Source: an optimization exercise on an open RTL-to-GDS flow (aim: small area). Production flows keep margins and buffers that such runs may drop. Only simulation tests tie the RTL to the original design; equivalence was not proved.

==> inputs of trial 50 <==
// ltc_rx
module ltc_rx (
    input  wire        clk,
    input  wire        rst,             
    input  wire        flush,           
    input  wire        in_valid,
    input  wire [7:0]  in_data,
    input  wire        in_last,         
    output reg         ev_valid,
    output wire [1:0]  ev_cmd,
    output wire [3:0]  ev_ch,
    output wire [1:0]  ev_pri,
    output wire [7:0]  ev_seq,
    output wire [8:0]  ev_len,
    output wire [31:0] ev_freq,
    output wire [7:0]  ev_tx_power,
    output wire [31:0] ev_tx_count,
    output wire [31:0] ev_rx_count,
    output wire [15:0] ev_crc_count,
    output wire [39:0] ev_ack_frame,
    output wire [15:0] st_frames_rx,
    output wire [15:0] st_crc_errors,
    output wire [15:0] st_framing_errors,
    output wire [15:0] st_acks_sent,
    output wire [15:0] st_rx_out_of_order,
    output wire [15:0] st_nacks_received
);
    localparam [1:0] CMD_DATA   = 2'd0;
    localparam [1:0] CMD_ACK    = 2'd1;
    localparam [1:0] CMD_NACK   = 2'd2;
    localparam [1:0] ACK_PRIORITY = 2'd1;    
  ...
==> module ltc_rx, before the edit <==
module ltc_rx (
    input  wire        clk,
    input  wire        rst,             
    input  wire        flush,           
    input  wire        in_valid,
    input  wire [7:0]  in_data,
    input  wire        in_last,         
    output reg         ev_valid,
    output wire [1:0]  ev_cmd,
    output wire [3:0]  ev_ch,
    output wire [1:0]  ev_pri,
    output wire [7:0]  ev_seq,
    output wire [8:0]  ev_len,
    output wire [31:0] ev_freq,
    output wire [7:0]  ev_tx_power,
    output wire [31:0] ev_tx_count,
    output wire [31:0] ev_rx_count,
    output wire [15:0] ev_crc_count,
    output wire [39:0] ev_ack_frame,
    output wire [15:0] st_frames_rx,
    output wire [15:0] st_crc_errors,
    output wire [15:0] st_framing_errors,
    output wire [15:0] st_acks_sent,
    output wire [15:0] st_rx_out_of_order,
    output wire [15:0] st_nacks_received
);
    localparam [1:0] CMD_DATA   = 2'd0;
    localparam [1:0] CMD_ACK    = 2'd1;
    localparam [1:0] CMD_NACK   = 2'd2;
    localparam [1:0] ACK_PRIORITY = 2'd1;    
    reg        in_seg;           
    reg        fresh;            
    reg [8:0]  cnt;              
    reg [15:0] crc;              
    reg [7:0]  hdr_packed;       
    reg [7:0]  hdr_seq;          
    reg [7:0]  pl [0:14];        
    wire byte_in = in_valid && !flush;
    wire is_sync = (in_data == 8'h00);
    wire seg_end   = byte_in && is_sync && in_seg;
    wire seg_grow  = byte_in && !is_sync && in_seg;
    wire short_seg = (cnt[8:2] == 7'h7F);    
    wire len_ok    = !fresh && !short_seg;
    wire crc_ok    = (crc == 16'h0000);
    wire frame_ok  = seg_end && len_ok && crc_ok;
    wire frame_bad = seg_end && !(len_ok && crc_ok);
    wire long_seg  = !fresh && !short_seg && (cnt[8] || cnt[7:0] >= 8'd251);
    wire overflow  = seg_grow && in_last && long_seg;
    wire [1:0] f_cmd = hdr_packed[1:0];
    wire [15:0] crc_next;
    ltc_crc16_byte u_crc (.crc_in(crc), .data(in_data), .crc_out(crc_next));
    wire [15:0] crc_sync;
    ltc_crc16_byte u_crc0 (.crc_in(16'hFFFF), .data(8'h00), .crc_out(crc_sync));
    wire cap = byte_in && !is_sync;
    wire clr = byte_in && is_sync;
    wire [8:0] plen = cnt[8:0];
    wire inc_freq = (plen < 9'd4);
    wire inc_txp  = (plen < 9'd5);
    wire inc_txc  = (plen < 9'd9);
    wire inc_rxc  = (plen < 9'd13);
    wire inc_crcc = (plen < 9'd15);
    reg  [14:0] pl_inc;
    always @(*) begin
        pl_inc[3:0]   = {4{inc_freq}};
        pl_inc[4]     = inc_txp;
        pl_inc[8:5]   = {4{inc_txc}};
        pl_inc[12:9]  = {4{inc_rxc}};
        pl_inc[14:13] = {2{inc_crcc}};
    end
    integer k;
    always @(posedge clk) begin
        if (rst || flush)
            in_seg <= 1'b0;
        else if (byte_in) begin
            if (is_sync)
                in_seg <= 1'b1;
            else if (overflow)
                in_seg <= 1'b0;
        end
        if (byte_in) begin
            fresh <= is_sync;
            crc   <= is_sync ? crc_sync : crc_next;
        end
        if (cap)
            cnt <= fresh ? 9'h1FD : cnt + 9'd1;
        if (cap && fresh)
            hdr_packed <= in_data;
        if (cap && !fresh && cnt == 9'h1FD)
            hdr_seq <= in_data;
        for (k = 0; k < 15; k = k + 1)
            if ((cap && !fresh && cnt == k[8:0] - 9'd2) || (clr && pl_inc[k]))
                pl[k] <= in_data;
    end
    always @(posedge clk) begin
        if (rst)
            ev_valid <= 1'b0;
        else
            ev_valid <= frame_ok;
    end
    assign ev_cmd = f_cmd;
    assign ev_ch  = hdr_packed[7:4];
    assign ev_pri = hdr_packed[3:2];
    assign ev_seq = hdr_seq;
    assign ev_len = cnt[8:0];
    assign ev_freq      = {pl[0], pl[1], pl[2], pl[3]};
    assign ev_tx_power  = pl[4];
    assign ev_tx_count  = {pl[5], pl[6], pl[7], pl[8]};
    assign ev_rx_count  = {pl[9], pl[10], pl[11], pl[12]};
    assign ev_crc_count = {pl[13], pl[14]};
    wire [7:0]  ack_packed = {hdr_packed[7:4], ACK_PRIORITY, CMD_ACK};
    wire [15:0] ack_c1, ack_c2;
    ltc_crc16_byte u_ack1 (.crc_in(crc_sync), .data(ack_packed), .crc_out(ack_c1));
    ltc_crc16_byte u_ack2 (.crc_in(ack_c1),   .data(hdr_seq),    .crc_out(ack_c2));
    assign ev_ack_frame = {8'h00, ack_packed, hdr_seq, ack_c2};
    reg bad_q, ovf_q;
    always @(posedge clk) begin
        bad_q <= frame_bad && !rst;
        ovf_q <= overflow && !rst;
    end
    wire [15:0] st_data_frames;
    ltc_sat_counter #(.W(16)) u_frames_rx (
        .clk(clk), .rst(rst), .inc(ev_valid), .count(st_frames_rx));
    ltc_sat_counter #(.W(16)) u_crc_errors (
        .clk(clk), .rst(rst), .inc(bad_q), .count(st_crc_errors));
    ltc_sat_counter #(.W(16)) u_framing_errors (
        .clk(clk), .rst(rst), .inc(ovf_q), .count(st_framing_errors));
    ltc_sat_counter #(.W(16)) u_data_frames (
        .clk(clk), .rst(rst), .inc(ev_valid && f_cmd == CMD_DATA), .count(st_data_frames));
    ltc_sat_counter #(.W(16)) u_nacks_received (
        .clk(clk), .rst(rst), .inc(ev_valid && f_cmd == CMD_NACK), .count(st_nacks_received));
    assign st_acks_sent       = st_data_frames;
    assign st_rx_out_of_order = st_data_frames;
endmodule
==> module ltc_sat_counter, before the edit <==
module ltc_sat_counter #(
    parameter W = 16
) (
    input  wire         clk,
    input  wire         rst,
    input  wire         inc,
    output reg  [W-1:0] count
);
    wire [W:0] carry;
    assign carry[0] = inc && !(&count);
    genvar i;
    generate
        for (i = 0; i < W; i = i + 1) begin : g_carry
            assign carry[i+1] = carry[i] & count[i];
        end
    endgenerate
    always @(posedge clk)
        count <= {W{!rst}} & (count ^ carry[W-1:0]);
endmodule
Settings: LEC_CHECK=0, CAP_MARGIN=0, CORE_MARGIN=2, CORE_UTILIZATION=65, GPL_TIMING_DRIVEN=0, PLACE_DENSITY=0.75, SLEW_MARGIN=0; clock period 5.0 ns.
standard.sh (not shown) runs the stock make flow with config.mk's settings and CLKGATE_MAP_FILE= SYNTH_SCRIPT=/design/flow/synth_recipe.tcl, a recipe that flattens the netlist after the stock synthesis.
==> flow/flow/run.sh <==
#!/bin/bash
# The standard layout (standard.sh) with these changes:
# - synthesis maps the combinational logic with an area-oriented ABC script,
#   and leaves adders to ABC instead of mapping them to adder cells first;
# - buffers left by synthesis are removed before the ports are buffered;
# - every output port is buffered by the smallest buffer, every input port
#   by a buf_2 (flow/pre_gpl.tcl);
# - a clock tree of small buffers without dummy loads;
# - the constant outputs share synthesis's two tie cells (no tie fanout repair).
# Each tool's log is in orfs/logs/; make's output is in standard.log.
set -euo pipefail
here=$PWD
export AREA_ABC_SCRIPT=$here/flow/area.abc
export ADDER_MAP_FILE=
export BUFFER_PORTS_ARGS="-outputs -buffer_cell sky130_fd_sc_hd__buf_1"
export CTS_ARGS="-repair_clock_nets -dont_use_dummy_load -buf_list sky130_fd_sc_hd__clkbuf_4"
export SKIP_REPAIR_TIE_FANOUT=1
export PRE_GLOBAL_PLACE_TCL=$here/flow/pre_gpl.tcl
sed "s#SYNTH_SCRIPT=[^ ]*#SYNTH_SCRIPT=$here/flow/my_synth.tcl#" standard.sh > my_standard.sh
grep -q "SYNTH_SCRIPT=$here/flow/my_synth.tcl" my_standard.sh
bash my_standard.sh > standard.log 2>&1
==> flow/flow/area.abc <==
strash
&get -n
&fraig -x
&put
scorr
dc2
strash
dch -f
dc2
&get -n
&dch -f
&nf -R 1000 -p -a -F 8 -A 4
&put
topo
stime -c
dnsize -c
==> flow/flow/my_synth.tcl <==
# The standard flow's synthesis script (synth_recipe.tcl), with ABC's combinational
# mapping run from an area-oriented script (flow/area.abc). Registers are
# mapped before ABC runs, so they are the same as the standard synthesis's.
proc synth {args} { yosys synth -nofsm -noshare {*}$args }
proc abc {args} {
  set i [lsearch -exact $args -script]
  if {$i >= 0} {
    set args [lreplace $args [expr {$i+1}] [expr {$i+1}] $::env(AREA_ABC_SCRIPT)]
  }
  yosys abc {*}$args
}
source $::env(SCRIPTS_DIR)/synth.tcl
# left out here: clear keep_hierarchy, flatten, clean up, hide names made inside functions, write 1_2_yosys.v
==> flow/flow/pre_gpl.tcl <==
remove_buffers
buffer_ports -inputs -buffer_cell sky130_fd_sc_hd__buf_2
==> trial 62 (differences from trial 50) <==
--- a/flow/design.v
+++ b/flow/design.v
@@ -69,3 +69,3 @@
     reg        fresh;            
-    reg [8:0]  cnt;              
+    reg [9:0]  cnt;              
     reg [15:0] crc;              
@@ -78,4 +78,3 @@
     wire seg_grow  = byte_in && !is_sync && in_seg;
-    wire short_seg = (cnt[8:2] == 7'h7F);    
-    wire len_ok    = !fresh && !short_seg;
+    wire len_ok    = !fresh && !cnt[9];
     wire crc_ok    = (crc == 16'h0000);
@@ -83,3 +82,3 @@
     wire frame_bad = seg_end && !(len_ok && crc_ok);
-    wire long_seg  = !fresh && !short_seg && (cnt[8] || cnt[7:0] >= 8'd251);
+    wire long_seg  = !fresh && !cnt[9] && (cnt[8] || cnt[7:0] >= 8'd251);
     wire overflow  = seg_grow && in_last && long_seg;
@@ -121,9 +120,9 @@
         if (cap)
-            cnt <= fresh ? 9'h1FD : cnt + 9'd1;
+            cnt <= fresh ? -10'sd3 : cnt + 10'd1;
         if (cap && fresh)
             hdr_packed <= in_data;
-        if (cap && !fresh && cnt == 9'h1FD)
+        if (cap && !fresh && cnt == -10'sd3)
             hdr_seq <= in_data;
         for (k = 0; k < 15; k = k + 1)
-            if ((cap && !fresh && cnt == k[8:0] - 9'd2) || (clr && pl_inc[k]))
+            if ((cap && !fresh && cnt == k[9:0] - 10'd2) || (clr && pl_inc[k]))
                 pl[k] <= in_data;
@@ -153,4 +152,4 @@
     always @(posedge clk) begin
-        bad_q <= frame_bad && !rst;
-        ovf_q <= overflow && !rst;
+        bad_q <= frame_bad;
+        ovf_q <= overflow;
     end
==> flow/flow/run.sh (replaced) <==
#!/bin/bash
# Standard layout, with every port buffered by the smallest buffer and a
# clock tree of small buffers without dummy loads. Synthesis buffers are
# removed before the ports are buffered.
export BUFFER_PORTS_ARGS="-buffer_cell sky130_fd_sc_hd__buf_1"
export CTS_ARGS="-sink_clustering_enable -repair_clock_nets -dont_use_dummy_load -buf_list sky130_fd_sc_hd__clkbuf_4 -sink_clustering_size 10 -sink_clustering_max_diameter 40"
export PRE_GLOBAL_PLACE_TCL=$PWD/flow/pre_gpl.tcl
bash standard.sh > standard.log 2>&1
==> flow/flow/pre_gpl.tcl (replaced) <==
remove_buffers
removed: flow/flow/area.abc
removed: flow/flow/my_synth.tcl
==> trial 70 (differences from trial 50) <==
--- a/flow/design.v
+++ b/flow/design.v
@@ -26,12 +26,8 @@
 );
-    wire [W:0] carry;
-    assign carry[0] = inc && !(&count);
-    genvar i;
-    generate
-        for (i = 0; i < W; i = i + 1) begin : g_carry
-            assign carry[i+1] = carry[i] & count[i];
-        end
-    endgenerate
-    always @(posedge clk)
-        count <= {W{!rst}} & (count ^ carry[W-1:0]);
+    always @(posedge clk) begin
+        if (rst)
+            count <= {W{1'b0}};
+        else if (inc && count != {W{1'b1}})
+            count <= count + 1'b1;
+    end
 endmodule
@@ -69,3 +65,3 @@
     reg        fresh;            
-    reg [8:0]  cnt;              
+    reg [9:0]  cnt;              
     reg [15:0] crc;              
@@ -78,4 +74,3 @@
     wire seg_grow  = byte_in && !is_sync && in_seg;
-    wire short_seg = (cnt[8:2] == 7'h7F);    
-    wire len_ok    = !fresh && !short_seg;
+    wire len_ok    = !fresh && !cnt[9];
     wire crc_ok    = (crc == 16'h0000);
@@ -83,3 +78,3 @@
     wire frame_bad = seg_end && !(len_ok && crc_ok);
-    wire long_seg  = !fresh && !short_seg && (cnt[8] || cnt[7:0] >= 8'd251);
+    wire long_seg  = !fresh && !cnt[9] && (cnt[8] || cnt[7:0] >= 8'd251);
     wire overflow  = seg_grow && in_last && long_seg;
@@ -121,9 +116,9 @@
         if (cap)
-            cnt <= fresh ? 9'h1FD : cnt + 9'd1;
+            cnt <= fresh ? -10'sd3 : cnt + 10'd1;
         if (cap && fresh)
             hdr_packed <= in_data;
-        if (cap && !fresh && cnt == 9'h1FD)
+        if (cap && !fresh && cnt == -10'sd3)
             hdr_seq <= in_data;
         for (k = 0; k < 15; k = k + 1)
-            if ((cap && !fresh && cnt == k[8:0] - 9'd2) || (clr && pl_inc[k]))
+            if ((cap && !fresh && cnt == k[9:0] - 10'd2) || (clr && pl_inc[k]))
                 pl[k] <= in_data;
@@ -151,18 +146,13 @@
     assign ev_ack_frame = {8'h00, ack_packed, hdr_seq, ack_c2};
-    reg bad_q, ovf_q;
-    always @(posedge clk) begin
-        bad_q <= frame_bad && !rst;
-        ovf_q <= overflow && !rst;
-    end
     wire [15:0] st_data_frames;
     ltc_sat_counter #(.W(16)) u_frames_rx (
-        .clk(clk), .rst(rst), .inc(ev_valid), .count(st_frames_rx));
+        .clk(clk), .rst(rst), .inc(frame_ok), .count(st_frames_rx));
     ltc_sat_counter #(.W(16)) u_crc_errors (
-        .clk(clk), .rst(rst), .inc(bad_q), .count(st_crc_errors));
+        .clk(clk), .rst(rst), .inc(frame_bad), .count(st_crc_errors));
     ltc_sat_counter #(.W(16)) u_framing_errors (
-        .clk(clk), .rst(rst), .inc(ovf_q), .count(st_framing_errors));
+        .clk(clk), .rst(rst), .inc(overflow), .count(st_framing_errors));
     ltc_sat_counter #(.W(16)) u_data_frames (
-        .clk(clk), .rst(rst), .inc(ev_valid && f_cmd == CMD_DATA), .count(st_data_frames));
+        .clk(clk), .rst(rst), .inc(frame_ok && f_cmd == CMD_DATA), .count(st_data_frames));
     ltc_sat_counter #(.W(16)) u_nacks_received (
-        .clk(clk), .rst(rst), .inc(ev_valid && f_cmd == CMD_NACK), .count(st_nacks_received));
+        .clk(clk), .rst(rst), .inc(frame_ok && f_cmd == CMD_NACK), .count(st_nacks_received));
     assign st_acks_sent       = st_data_frames;
==> flow/run.sh (new file) <==
#!/bin/bash
# synth_recipe.tcl (not shown) runs the flow's synth.tcl, then flattens the netlist and writes it again
# the make line also repeats each setting of config.mk as NAME=value (left out here)
make -C /OpenROAD-flow-scripts/flow DESIGN_CONFIG=/design/flow/config.mk WORK_HOME=/design/flow/orfs CLKGATE_MAP_FILE= SYNTH_SCRIPT=/design/flow/synth_recipe.tcl finish
CAP_MARGIN = 20   (was 0)
CORE_UTILIZATION = 40   (was 65)
GPL_TIMING_DRIVEN = not set   (was 0)
PLACE_DENSITY = not set   (was 0.75)
SLEW_MARGIN = 20   (was 0)
removed: flow/flow/run.sh
removed: flow/flow/area.abc
removed: flow/flow/my_synth.tcl
removed: flow/flow/pre_gpl.tcl
removed: flow/standard.sh
==> comparison table <==
metric	trial 70	trial 50	trial 62
Post-synthesis cell type count	56	37	47
Xor/xnor cell area share of the yosys netlist	9.463%	3.915%	5.032%
Average detailed-routed wire length per instance	18.63 um	19.30 um	18.88 um
Met1 track utilization from global routing	25.79%	37.24%	31.88%
Initial detailed-routing violation count	429	631	384
Post-synthesis instance total	848	688	687
Grt met3 use	4.596%	8.411%	6.491%
Hold Path Cell Cnt	2	1	2
Buffers plus inverters on the worst setup path	2	0	2
Destination of the critical timing path	u_data_frames.count[14]	u_nacks_received.count[15]	pl[2][6]
Reg2reg end	u_data_frames.count[14]	u_nacks_received.count[15]	u_data_frames.count[15]
Endpoint of the worst hold-timing path	u_crc_errors.count[1]	u_nacks_received.count[6]	ev_valid
Class of the most critical setup path	input port to register	register to register	input port to register
Mean area per synthesized cell	12.22 um2	13.33 um2	14.44 um2
Max-Slew Margin vs Limit	36.06%	17.34%	6.324%
Adder-cell share of the synthesized area	1.086%	0%	9.962%
Final min period	3.394 ns	3.332 ns	4.455 ns
Top Metal Used	met5	met4	met4
Outcome	finished clean	finished clean	finished clean

what the ideal ports hide:
Ports are ideal in the flow. The routed layouts listed here were re-timed in OpenROAD. Step 1 sets driving cells, clkbuf_16 on the clock port and buf_2 on the other inputs (assumed; they add their load-dependent delay and slew). Step 2 times the ports against the registers' clock, not the clock port: input delays grow and output delays shrink by t, the midpoint of the rising clock arrivals with the driver on. Three values: ideal ports, drivers, drivers and shift; two values: the first two.
run | t, ns | setup WS [ns] | worst data-port slew with drivers (ns)
trial 50 | 0.717 | 1.668 / 1.668 / 1.005 | 0.03
trial 62 | 0.633 | 0.545 / 0.556 / -0.077 | 0.04
trial 70 | 0.579 | 1.606 / 1.582 / 1.051 | 0.07
Met with ideal ports but missed after step 2: setup timing in trial 62. The setup slack of trial 50, which loses most, moves by 0.000 ns with the drivers and by -0.663 ns with both steps.
